This design comes from an exercise in tuning for small area on the open sky130 flow, not from production work. At most, simulation tests tie the RTL to the original design; equivalence was not proved. Power is estimated from default activity; no workload was simulated.

Design ads126x_frame_engine, start of the top module:
module ads126x_frame_engine (
    input  wire         clk,
    input  wire         rst,
    input  wire         req_valid,
    output wire         req_ready,
    input  wire [4:0]   req_kind,
    input  wire [7:0]   req_addr,
    input  wire [7:0]   req_count,
    input  wire [7:0]   req_wdata,
    input  wire [1:0]   req_mode,
    input  wire [31:0]  req_code,
    input  wire         din_valid,
    output wire         din_ready,
    input  wire [7:0]   din_data,
    output wire         rsp_valid,
    output wire [1:0]   rsp_outcome,
    output wire [2:0]   rsp_err,
    output wire [2:0]   rsp_reason,
    output wire [215:0] rsp_payload,
    output wire [7:0]   rsp_status,
    output wire         rsp_alarm,
    output wire [1:0]   cs_state,
    output wire         refused,
    output wire         bus_valid,
    output reg  [1:0]   bus_op,
    output reg  [7:0]   bus_tx,
    output wire         bus_last,
    input  wire         bus_ready,
    input  wire         bus_fail,
    input  wire [7:0]   bus_rx,
    input  wire         bus_len_bad
);
    localparam [4:0] K_CKSUM = 5'd0,  K_CRC8 = 5'd1,  K_CHECK = 5'd2,
                     K_RESET = 5'd4, K_START1 = 5'd5,
                     K_STOP1 = 5'd6,  K_START2 = 5'd7, K_STOP2 = 5'd8,
                     K_SELFOCAL1 = 5'd9,  K_SELFGCAL1 = 5'd10, K_SYSOCAL1 = 5'd11,
                     K_SELFOCAL2 = 5'd12, K_SELFGCAL2 = 5'd13, K_SYSOCAL2 = 5'd14,
                     K_RREG = 5'd15,  K_RREGN = 5'd16, K_WREG = 5'd17,
                     K_RDOFCAL1 = 5'd18, K_RDFSCAL1 = 5'd19,
                     K_RDOFCAL2 = 5'd20, K_RDFSCAL2 = 5'd21,
                     K_RDATA1 = 5'd22, K_RDATA2 = 5'd23, K_RDDIRECT = 5'd24;
    localparam [2:0] E_TRANSPORT = 3'd1, E_IO = 3'd2,
                     E_INTEGRITY = 3'd3, E_DECODE = 3'd4;
  ...
For scale: roughly 290 flip-flops, ~340 I/O pins, about 11000 sq um of cells after synthesis.
Settings: LEC_CHECK=0, CAP_MARGIN=20, CORE_MARGIN=2, CORE_UTILIZATION=40, SLEW_MARGIN=20; clock period 10.0 ns.
run.sh (not shown) runs the stock make flow with config.mk's settings and CLKGATE_MAP_FILE= SYNTH_SCRIPT=/design/flow/synth_recipe.tcl, a recipe that flattens the netlist after the stock synthesis.
The first run completed with no timing, DRC or antenna violations.
==> next run, changes <==
==> flow/flow/run.sh (new file) <==
#!/bin/bash
export BUFFER_PORTS_ARGS="-buffer_cell sky130_fd_sc_hd__buf_1"
bash standard.sh > standard_flow.log 2>&1
==> flow/standard.sh (new file) <==
#!/bin/bash
# synth_recipe.tcl (not shown) runs the flow's synth.tcl, then flattens the netlist and writes it again
# the make line also repeats each setting of config.mk as NAME=value (left out here)
make -C /OpenROAD-flow-scripts/flow DESIGN_CONFIG=/design/flow/config.mk WORK_HOME=/design/flow/orfs CLKGATE_MAP_FILE= SYNTH_SCRIPT=/design/flow/synth_recipe.tcl "${@:-finish}"
--- a/flow/config.mk
+++ b/flow/config.mk
@@ -10,0 +11 @@
+export CTS_BUF_LIST = sky130_fd_sc_hd__clkbuf_2 sky130_fd_sc_hd__clkbuf_4 sky130_fd_sc_hd__clkbuf_8
removed: flow/run.sh
Critical path depth does not change.
Hold slack degrades by 5.4 ps.
Wire length is lower by 6.7%.
Global-route usage is lower by 2.2 points.
Register-to-register slack degrades by 140 ps.
Clock-buffer cell count is higher by 32.
First-iteration DRC count is lower by 0.89%.
Power is lower by about 4.6%.

## old
ads126x_frame_engine, a different RTL version from the one above (not shown whole).
Size in the first run: about 1000 cells after synthesis, roughly 340 I/O pins.
Settings: LEC_CHECK=0, CAP_MARGIN=20, CORE_MARGIN=2, CORE_UTILIZATION=50, SLEW_MARGIN=20; clock period 10.0 ns.
standard.sh (not shown) runs the stock make flow with config.mk's settings and CLKGATE_MAP_FILE= SYNTH_SCRIPT=/design/flow/synth_recipe.tcl, a recipe that flattens the netlist after the stock synthesis.
==> flow/flow/run.sh <==
#!/bin/bash
export BUFFER_PORTS_ARGS="-buffer_cell sky130_fd_sc_hd__buf_1"
export CTS_ARGS="-sink_clustering_enable -repair_clock_nets -dont_use_dummy_load -sink_clustering_size 30 -sink_clustering_max_diameter 100 -buf_list {sky130_fd_sc_hd__clkbuf_16}"
bash standard.sh > standard_flow.log 2>&1
--- input diff old..new ---
==> flow/flow/run.sh <==
#!/bin/bash
export BUFFER_PORTS_ARGS="-buffer_cell sky130_fd_sc_hd__buf_1"
export CTS_ARGS="-sink_clustering_enable -repair_clock_nets -dont_use_dummy_load -sink_clustering_size 16 -sink_clustering_max_diameter 80 -buf_list {sky130_fd_sc_hd__clkbuf_8}"
bash standard.sh > standard_flow.log 2>&1
## What came out
- Diff old -> new: total wire length increased about 0.9%; total power density per cell area decreased 1.5 nW/um^2; fraction of met1 tracks used by global routing decreased 0.16 points; setup slack of the critical path after layout increased 0.016 ns.
No run of this note included a check of the RTL's function; only the layout flow was run.

what the ideal ports hide:
The results above use ideal ports. As a check the final layouts listed here were re-extracted and re-timed, cells and wires unchanged.
Step 1, drivers: a clkbuf_16 drives clk and a buf_2 each remaining input, both assumed.
Step 2 also shifts input and output timing later by t, the mid clock arrival at the registers, as if the neighbouring blocks saw the same clock.
a / b / c = ideal / step 1 / step 2; a / b = the first two.
| run | t (ns) | setup slack, ns | worst hold slack (ns) | worst slew at a driven data input, ns |
|---|---|---|---|---|
| the first run of note 1 | 0.593 | 3.208 / 3.187 / 3.187 | 0.347 / 0.347 / 0.347 | 0.09 |
| the second run of note 1 | 0.597 | 3.949 / 3.928 / 3.928 | 0.341 / 0.341 / 0.341 | 0.08 |
| old | 0.516 | 3.857 / 3.830 / 3.830 | 0.349 / 0.349 / 0.349 | 0.07 |
| new | 0.558 | 3.873 / 3.844 / 3.844 | 0.297 / 0.297 / 0.297 | 0.07 |
After both steps every run listed still meets setup and hold. For new, which loses most, drivers alone change the setup slack by -0.029 ns; drivers and shift together by -0.029 ns.
